From an optimization exercise on the open Yosys and OpenROAD flow, aimed at small area; shortcuts taken in it are not production practice.
Only simulation tests tie the RTL to the original design; equivalence was not proved. The clock port is modelled as an ideal driver; clocking choices that lean on that would not hold on a real chip.

rev 12:
==> module led_matrix, before the edit <==
module led_matrix #(
    parameter integer T_GAP = 256    
) (
    input  wire        clk,
    input  wire        rst,          
    input  wire [31:0] cmd_data,
    input  wire        cmd_valid,
    output wire        cmd_ready,
    input  wire [1:0]  ra,
    output reg  [31:0] rd_data,
    output wire [7:0]  tx_data,
    output wire        tx_valid,
    input  wire        tx_ready
);
    localparam [2:0] OP_MAP   = 3'b001;
    localparam [2:0] OP_SETPX = 3'b010;
    localparam [2:0] OP_FLUSH = 3'b011;
    localparam [2:0] OP_CLEAR = 3'b100;
    localparam [2:0] OP_DRAW  = 3'b101;
    localparam [2:0] F_ILLEGAL  = 3'd1;
    localparam [2:0] F_RESERVED = 3'd2;
    localparam [2:0] F_COORD    = 3'd3;
    localparam [2:0] F_INDEX    = 3'd4;
    localparam [2:0] F_GLYPH    = 3'd5;
    localparam [4:0] PIX_LAST = 5'd8;
    localparam integer GAP_TURNS = (T_GAP - 2 + 24) / 25 + 1;
    localparam [4:0]   GAP_END   = ((GAP_TURNS - 1) * 17) % 25;
    reg [599:0] ring;             
    reg [4:0]   pix;              
    reg         clr;              
    reg [31:0]  cmd_q;            
    reg         busy;             
    reg         fr;               
    reg         fault;
    reg [4:0]   last_idx;
    reg         txv;              
    reg [4:0]   tq;               
    reg [1:0]   kq;               
    wire [7:0]  txd = cmd_q[28:21];   
    wire [1:0]  kc  = cmd_q[20:19];   
    wire [2:0] op    = cmd_q[31:29];
    wire [2:0] row   = cmd_q[5:3];
    wire [2:0] col   = cmd_q[2:0];
    wire [4:0] idx   = cmd_q[28:24];
    wire [3:0] glyph = cmd_q[3:0];
    reg        dec_fault;
    reg [2:0]  dec_fcode;
    always @(*) begin
        dec_fault = 1'b0;
        dec_fcode = 3'd0;
        case (op)
            OP_MAP: begin
                if (cmd_q[28:6] != 23'd0) begin
                    dec_fault = 1'b1; dec_fcode = F_RESERVED;
                end else if (row > 3'd4 || col > 3'd4) begin
                    dec_fault = 1'b1; dec_fcode = F_COORD;
                end
            end
            OP_SETPX: begin
                if (idx > 5'd24) begin
                    dec_fault = 1'b1; dec_fcode = F_INDEX;
                end
            end
            OP_FLUSH, OP_CLEAR: begin
                if (cmd_q[28:0] != 29'd0) begin
                    dec_fault = 1'b1; dec_fcode = F_RESERVED;
                end
            end
            OP_DRAW: begin
                if (cmd_q[28:4] != 25'd0) begin
                    dec_fault = 1'b1; dec_fcode = F_RESERVED;
                end else if (glyph > 4'd10) begin
                    dec_fault = 1'b1; dec_fcode = F_GLYPH;
                end
            end
            default: begin
                dec_fault = 1'b1; dec_fcode = F_ILLEGAL;
            end
        endcase
    end
    wire check     = busy && !fr;
    wire do_map    = check && !dec_fault && (op == OP_MAP);
    wire do_setpx  = check && (op == OP_SETPX);   
    wire start     = check && !dec_fault && (op == OP_FLUSH || op == OP_CLEAR || op == OP_DRAW);
    wire zero_rg   = fr && op[2];                 
    wire do_draw   = fr && op[2] && op[0];
    wire [4:0] map_idx;
    led_index u_map_index (.row(row), .col(col), .idx(map_idx));
    wire glyph_on;
    led_glyph_rom u_rom (.id(glyph), .pix(pix), .on(glyph_on));
    wire setpx_hit = do_setpx && (pix == idx);
    assign cmd_ready = !rst && !busy && !fault;
    wire   cmd_fire  = cmd_valid && cmd_ready;
    assign tx_valid = txv;
    assign tx_data  = txd;
    wire   tx_fire  = txv && tx_ready;
    wire   turn     = (pix == PIX_LAST);
    wire   in_gap   = (kq == 2'd3) && !txv;
    wire [4:0] tq_next = (tq >= 5'd8) ? tq - 5'd8 : tq + 5'd17;
    wire [23:0] head = ring[23:0];
    wire        keep = !setpx_hit && !zero_rg && !clr;
    wire [23:0] ins  = ({24{setpx_hit}} & cmd_q[23:0]) |
                       ({24{keep}} & head) |
                       {16'd0, {8{do_draw && glyph_on}}};
    always @(posedge clk)
        ring <= {ins, ring[599:24]};
    wire [7:0] tap = (kc == 2'd0) ? ins[23:16] :
                     (kc == 2'd1) ? ring[591:584] :
                                    ring[559:552];
    wire load = fr && (kq != 2'd3) && (pix == tq) && (!txv || tx_ready);
    wire frame_end = tx_fire && (kq == 2'd3);
    always @(posedge clk) begin
        if (!busy && !fault) begin
            cmd_q <= cmd_data;
        end else if (load) begin
            cmd_q[28:21] <= tap;
            cmd_q[20:19] <= (kc == 2'd2) ? 2'd0 : kc + 2'd1;
        end
    end
    always @(posedge clk) begin
        if (rst) begin
            pix      <= 5'd0;
            clr      <= 1'b1;
            busy     <= 1'b0;
            fr       <= 1'b0;
            fault    <= 1'b0;
            last_idx <= 5'd0;
            txv      <= 1'b0;
            tq       <= 5'd0;
            kq       <= 2'd3;
        end else begin
            pix <= (pix >= 5'd8) ? pix - 5'd8 : pix + 5'd17;
            if (turn)
                clr <= 1'b0;
            if (cmd_fire)
                busy <= 1'b1;
            if (check && dec_fault) begin
                busy  <= 1'b0;
                fault <= 1'b1;
            end
            if (do_map) begin
                busy     <= 1'b0;
                last_idx <= map_idx;
            end
            if (setpx_hit)
                busy <= 1'b0;
            if (start)
                fr <= 1'b1;
            if (load) begin
                txv <= 1'b1;
                tq  <= tq_next;
                if (tq == 5'd8)
                    kq <= kq + 2'd1;
            end else if (tx_fire) begin
                txv <= 1'b0;
            end
            if (frame_end) begin
                busy <= 1'b0;
                fr   <= 1'b0;
            end
            if (in_gap && turn) begin
                if (tq == GAP_END) begin
                    tq <= 5'd0;
                    kq <= 2'd0;
                end else begin
                    tq <= tq_next;
                end
            end
        end
    end
    always @(*) begin
        case (ra)
            2'd0:    rd_data = {27'd0, fault ? dec_fcode : 3'd0, fault, busy};
            2'd1:    rd_data = {27'd0, last_idx};
            2'd2:    rd_data = fault ? cmd_q : 32'd0;
            default: rd_data = 32'd0;
        endcase
    end
endmodule
clock: 10.0 ns
lec_check: 0
cap_margin: 20
core_margin: 2
core_utilization: 40
slew_margin: 20
standard.sh (not shown) runs the stock make flow with config.mk's settings and CLKGATE_MAP_FILE= SYNTH_SCRIPT=/design/flow/synth_recipe.tcl, a recipe that flattens the netlist after the stock synthesis.
==> flow/flow/run.sh <==
#!/bin/bash
set -euo pipefail
cd "$(dirname "$0")/.."
export BUFFER_PORTS_ARGS="-buffer_cell sky130_fd_sc_hd__buf_1"
export CTS_ARGS="-sink_clustering_enable -repair_clock_nets -dont_use_dummy_load -buf_list sky130_fd_sc_hd__clkbuf_16 -sink_clustering_size 36 -sink_clustering_max_diameter 80"
bash standard.sh > standard_flow.log 2>&1
Modified inputs, rev 13 compared to rev 12
--- a/flow/design.v
+++ b/flow/design.v
@@ -35,26 +35,25 @@
     localparam [2:0] OP_DRAW  = 3'b101;
     localparam [2:0] F_ILLEGAL  = 3'd1;
     localparam [2:0] F_RESERVED = 3'd2;
     localparam [2:0] F_COORD    = 3'd3;
     localparam [2:0] F_INDEX    = 3'd4;
     localparam [2:0] F_GLYPH    = 3'd5;
-    localparam [4:0] PIX_LAST = 5'd8;
     localparam integer GAP_TURNS = (T_GAP - 2 + 24) / 25 + 1;
-    localparam [4:0]   GAP_END   = ((GAP_TURNS - 1) * 17) % 25;
+    localparam [4:0]   GAP_LAST  = GAP_TURNS - 1;
     reg [599:0] ring;             
     reg [4:0]   pix;              
     reg         clr;              
     reg [31:0]  cmd_q;            
     reg         busy;             
     reg         fr;               
     reg         fault;
     reg [4:0]   last_idx;
     reg         txv;              
-    reg [4:0]   tq;               
-    reg [1:0]   kq;               
+    reg [4:0]   ti;               
+    reg         gp;               
     wire [7:0]  txd = cmd_q[28:21];   
     wire [1:0]  kc  = cmd_q[20:19];   
     wire [2:0] op    = cmd_q[31:29];
     wire [2:0] row   = cmd_q[5:3];
     wire [2:0] col   = cmd_q[2:0];
     wire [4:0] idx   = cmd_q[28:24];
@@ -107,27 +106,27 @@
     wire setpx_hit = do_setpx && (pix == idx);
     assign cmd_ready = !rst && !busy && !fault;
     wire   cmd_fire  = cmd_valid && cmd_ready;
     assign tx_valid = txv;
     assign tx_data  = txd;
     wire   tx_fire  = txv && tx_ready;
-    wire   turn     = (pix == PIX_LAST);
-    wire   in_gap   = (kq == 2'd3) && !txv;
-    wire [4:0] tq_next = (tq >= 5'd8) ? tq - 5'd8 : tq + 5'd17;
+    wire   turn     = (pix == 5'd24);
+    wire   in_gap   = gp && !txv;
     wire [23:0] head = ring[23:0];
     wire        keep = !setpx_hit && !zero_rg && !clr;
     wire [23:0] ins  = ({24{setpx_hit}} & cmd_q[23:0]) |
                        ({24{keep}} & head) |
                        {16'd0, {8{do_draw && glyph_on}}};
     always @(posedge clk)
         ring <= {ins, ring[599:24]};
-    wire [7:0] tap = (kc == 2'd0) ? ins[23:16] :
-                     (kc == 2'd1) ? ring[591:584] :
-                                    ring[559:552];
-    wire load = fr && (kq != 2'd3) && (pix == tq) && (!txv || tx_ready);
-    wire frame_end = tx_fire && (kq == 2'd3);
+    wire [7:0] tap_old = (kc == 2'd0) ? head[23:16] :
+                         (kc == 2'd1) ? head[15:8] :
+                                        head[7:0];
+    wire [7:0] tap = zero_rg ? {8{do_draw && glyph_on && kc == 2'd2}} : tap_old;
+    wire load      = fr && !gp && (pix == ti) && (!txv || tx_ready);
+    wire frame_end = tx_fire && gp;
     always @(posedge clk) begin
         if (!busy && !fault) begin
             cmd_q <= cmd_data;
         end else if (load) begin
             cmd_q[28:21] <= tap;
             cmd_q[20:19] <= (kc == 2'd2) ? 2'd0 : kc + 2'd1;
@@ -139,16 +138,16 @@
             clr      <= 1'b1;
             busy     <= 1'b0;
             fr       <= 1'b0;
             fault    <= 1'b0;
             last_idx <= 5'd0;
             txv      <= 1'b0;
-            tq       <= 5'd0;
-            kq       <= 2'd3;
+            ti       <= 5'd0;
+            gp       <= 1'b1;
         end else begin
-            pix <= (pix >= 5'd8) ? pix - 5'd8 : pix + 5'd17;
+            pix <= turn ? 5'd0 : pix + 5'd1;
             if (turn)
                 clr <= 1'b0;
             if (cmd_fire)
                 busy <= 1'b1;
             if (check && dec_fault) begin
                 busy  <= 1'b0;
@@ -161,28 +160,33 @@
             if (setpx_hit)
                 busy <= 1'b0;
             if (start)
                 fr <= 1'b1;
             if (load) begin
                 txv <= 1'b1;
-                tq  <= tq_next;
-                if (tq == 5'd8)
-                    kq <= kq + 2'd1;
+                if (kc == 2'd2) begin
+                    if (ti == 5'd24) begin
+                        ti <= 5'd0;
+                        gp <= 1'b1;
+                    end else begin
+                        ti <= ti + 5'd1;
+                    end
+                end
             end else if (tx_fire) begin
                 txv <= 1'b0;
             end
             if (frame_end) begin
                 busy <= 1'b0;
                 fr   <= 1'b0;
             end
             if (in_gap && turn) begin
-                if (tq == GAP_END) begin
-                    tq <= 5'd0;
-                    kq <= 2'd0;
+                if (ti == GAP_LAST) begin
+                    ti <= 5'd0;
+                    gp <= 1'b0;
                 end else begin
-                    tq <= tq_next;
+                    ti <= ti + 5'd1;
                 end
             end
         end
     end
     always @(*) begin
         case (ra)
==> comparison <==
- Having completed the whole flow, rev 13 delivered a layout that passed the timing, DRC and antenna checks.
- Going from rev 12 to rev 13, the area share of fa/ha/maj cells after synthesis was found to have gone down by 0.22 points.
- Via count of the first global-routing pass, rev 13 and rev 12: lower on rev 13
- Final HPWL from detailed placement: rev 13 better than rev 12
- Relative to rev 12, net count after synthesis has decreased by 5.8% in rev 13.
- The number of antenna violations at the first check in global routing number comes out higher for rev 13 vs rev 12.
- Rev 13 — mean instance size in the synthesized netlist 0.68 um^2 higher, rev 12 as reference
- Relative to rev 12, sequential share of layout area has gone up in rev 13.
- Re worst setup timing slack at the placement stage: rev 13 is 0.17 ns down on rev 12.
- Rev 13 vs rev 12 — worst setup slack dropped 0.18 ns.
- Relative to rev 12, rev 13 improves floorplan die area.

-- separate check: timing with driven ports --
In the flow no input, the clock included, has a driving cell. The finished layouts below were timed again as built, in two steps.
Step 1 (the two cells are an assumption about what drives the block):
set clk [get_ports {clk}]
set_driving_cell -lib_cell sky130_fd_sc_hd__clkbuf_16 $clk
set_driving_cell -lib_cell sky130_fd_sc_hd__buf_2 [delete_from_list [all_inputs] $clk]
Step 2 also shifts input and output timing later by t, the mid clock arrival at the registers, as if the neighbouring blocks saw the same clock.
a / b / c = ideal ports / drivers / drivers and shift; a / b = the first two.
run | t (ns) | setup slack, ns | worst setup path at the end | slew at the worst register clock pin (ns) | pins driven straight from the clock port
rev 12 | 0.579 | 4.469 / 4.441 / 4.441 | input to output | 0.12 / 0.12 | 1
rev 13 | 0.586 | 4.287 / 4.264 / 4.264 | input to output | 0.12 / 0.12 | 1
After both steps every run listed still meets setup and hold. The setup slack of rev 12, which loses most, moves by -0.028 ns with the drivers and by -0.028 ns with both steps.
